Background: an optimization exercise with open tools, aiming at small area, a short achievable clock period and few clock cycles. Do not read the settings as production practice. Function was checked by simulation only, so behaviour that the tests miss may differ from the original. Power and IR drop assume default switching activity.

== wip/maple ==
## pae_engine
module pae_engine (
    input  wire        clk,
    input  wire        rst,
    input  wire        cmd_valid,
    output wire        cmd_ready,
    input  wire [63:0] cmd_data,
    input  wire [31:0] time_us,
    output reg         resp_valid,
    output reg  [31:0] resp_data,
    output wire [3:0]  pin
);
    localparam NCH = 4;
    localparam S   = 2;                          
    localparam NB  = ((32 + S - 1) / S) * S;     
    localparam NG  = 24 / S;                     
    localparam NGB = NB / S;                     
    localparam SR  = 2 * S;                      
    localparam NGR = 24 / SR;
    localparam [3:0]  ABSMASK   = 4'b1000;
    localparam [15:0] INIT_FREQ = 16'd100;
    localparam [23:0] INIT_PER  = 24'd100000;
    localparam [23:0] TENM      = 24'd10000000;
    localparam [7:0] OP_BEGIN = 8'h01, OP_TICK  = 8'h02,
                     OP_SCHED = 8'h03, OP_SETF  = 8'h10, OP_SETD  = 8'h11,
                     OP_SETP  = 8'h12, OP_SETG  = 8'h13, OP_NXTF  = 8'h20,
                     OP_NXTD  = 8'h21, OP_NXTP  = 8'h22, OP_GET   = 8'h40;
    localparam [1:0] S_IDLE = 2'd0, S_RUN = 2'd1, S_WB = 2'd2, S_APREP = 2'd3;
    localparam [1:0] M_FREQ = 2'd0, M_REC = 2'd1, M_ABS = 2'd2;
    localparam [1:0] L_ONE = 2'd0, L_GFREQ = 2'd1, L_SCHED = 2'd2;
    reg [15:0] freq   [0:NCH-1];
    reg [13:0] duty   [0:NCH-1];
    reg [13:0] phase  [0:NCH-1];
    reg [23:0] period [0:NCH-1];
    reg [23:0] wstart [0:NCH-1];
    reg [23:0] wend   [0:NCH-1];
    reg [23:0] pos    [0:NCH-1];
    reg [NCH-1:0] wraps;
    reg [NCH-1:0] out;
    reg [NCH-1:0] fresh;      
    reg [15:0] pend_f [0:NCH-1];
    reg [13:0] pend_d [0:NCH-1];
    reg [13:0] pend_p [0:NCH-1];
    reg [NCH-1:0] dirty_f, dirty_d, dirty_p;
    reg        run;
    reg [31:0] lasttick;
    reg [31:0] reftime;
    reg        abs_ok;       
  ...
Settings: LEC_CHECK=0, ABC_AREA=1, CAP_MARGIN=20, CORE_MARGIN=2, CORE_UTILIZATION=45, CTS_BUF_LIST=sky130_fd_sc_hd__clkbuf_4 sky130_fd_sc_hd__clkbuf_8, PLACE_DENSITY=0.6, SETUP_SLACK_MARGIN=4.5, SLEW_MARGIN=20; clock period 12.0 ns.
run.sh (not shown) runs the stock make flow with config.mk's settings and CLKGATE_MAP_FILE= SYNTH_SCRIPT=/design/flow/synth_recipe.tcl, a recipe that flattens the netlist after the stock synthesis.
wip/maple closes out successfully: all stages finished, all timing, DRC and antenna checks passed.
Testbench counts of wip/maple, summed over its fixed seeds: cycles 40,896.
Relative to wip/maple, the following input files were edited for wip/cedar:
Settings: SETUP_SLACK_MARGIN: 4.5 -> 4; CTS_BUF_LIST: sky130_fd_sc_hd__clkbuf_4 sky130_fd_sc_hd__clkbuf_8 -> unset; PLACE_DENSITY: 0.6 -> 0.55; CORE_UTILIZATION: 45 -> 40.
### Flow results
- Placed instance count delta for wip/cedar relative to wip/maple: 575 higher
- Comparing core utilization for wip/cedar and wip/maple, the bigger number came from wip/maple.
- wip/cedar vs wip/maple on buffers inserted during post-CTS setup optimization: wip/cedar is the lower one.
- Per the comparison of wip/cedar with wip/maple, total number of vias decreased by 2.2% relative to the old numbers, worst-case register-to-register setup slack now smaller, global-route wire length before repair rose 7.7 mm, number of rows created at floorplan picked up an extra about 6%.
- Number of antenna cells inserted went up by more than a quarter going from wip/maple to wip/cedar.
- wip/cedar: met1 global-route usage is 4.2 points lower than what wip/maple reported.
Inputs modified between wip/cedar and wip/indigo:
Settings: putting CTS_BUF_LIST at sky130_fd_sc_hd__clkbuf_4 sky130_fd_sc_hd__clkbuf_8 where nothing was set.
==> notes.md <==
- From wip/cedar to wip/indigo the numbers moved as follows: arrival time at the worst endpoint went up; portion of the layout cell area used by clock cells did not really move; clock period minus final worst setup slack went down; setup slack of the worst register-to-register path went up; final setup slack of the worst path went up.
- Run comparison: wip/cedar critical path capture point pin[3]; wip/indigo critical path capture point bs[15]
- wip/indigo against wip/cedar; total power consumption of the routed design is down slightly.
- Summary — critical path depth, wip/indigo relative to wip/cedar: higher, by 1.
- Max post-CTS setup repair buffer count across wip/cedar and wip/indigo: wip/cedar
- Summary of wip/indigo over wip/cedar: power drawn by the combinational cells comparable, sequential power roughly the same.

==> afterwards: timing with drivers on the ports <==
The flow's constraints put no driver on any port. The routed layouts listed below were extracted and timed again, unchanged, in two steps. Step 1 assumes that a clkbuf_16 drives the clock port and a buf_2 every other input. Step 2, shift: input delay + t, output delay - t, t = (earliest + latest rising clock arrival at the registers) / 2. This alone moves slack from input paths to output paths. Three values: ideal, step 1, step 2; two values: the first two.
run | shift t [ns] | setup slack, ns | latest minus earliest clock arrival (ns) | worst data-port slew with drivers (ns)
wip/maple | 1.131 | 4.338 / 4.338 / 3.498 | 0.127 / 0.127 | 0.16
wip/cedar | 0.998 | 3.967 / 3.861 / 3.112 | 0.140 / 0.141 | 0.25
wip/indigo | 1.153 | 4.012 / 3.921 / 2.768 | 0.185 / 0.185 | 0.24
After both steps every run listed still meets setup and hold. The setup slack of wip/indigo, which loses most, moves by -0.091 ns with the drivers and by -1.244 ns with both steps.
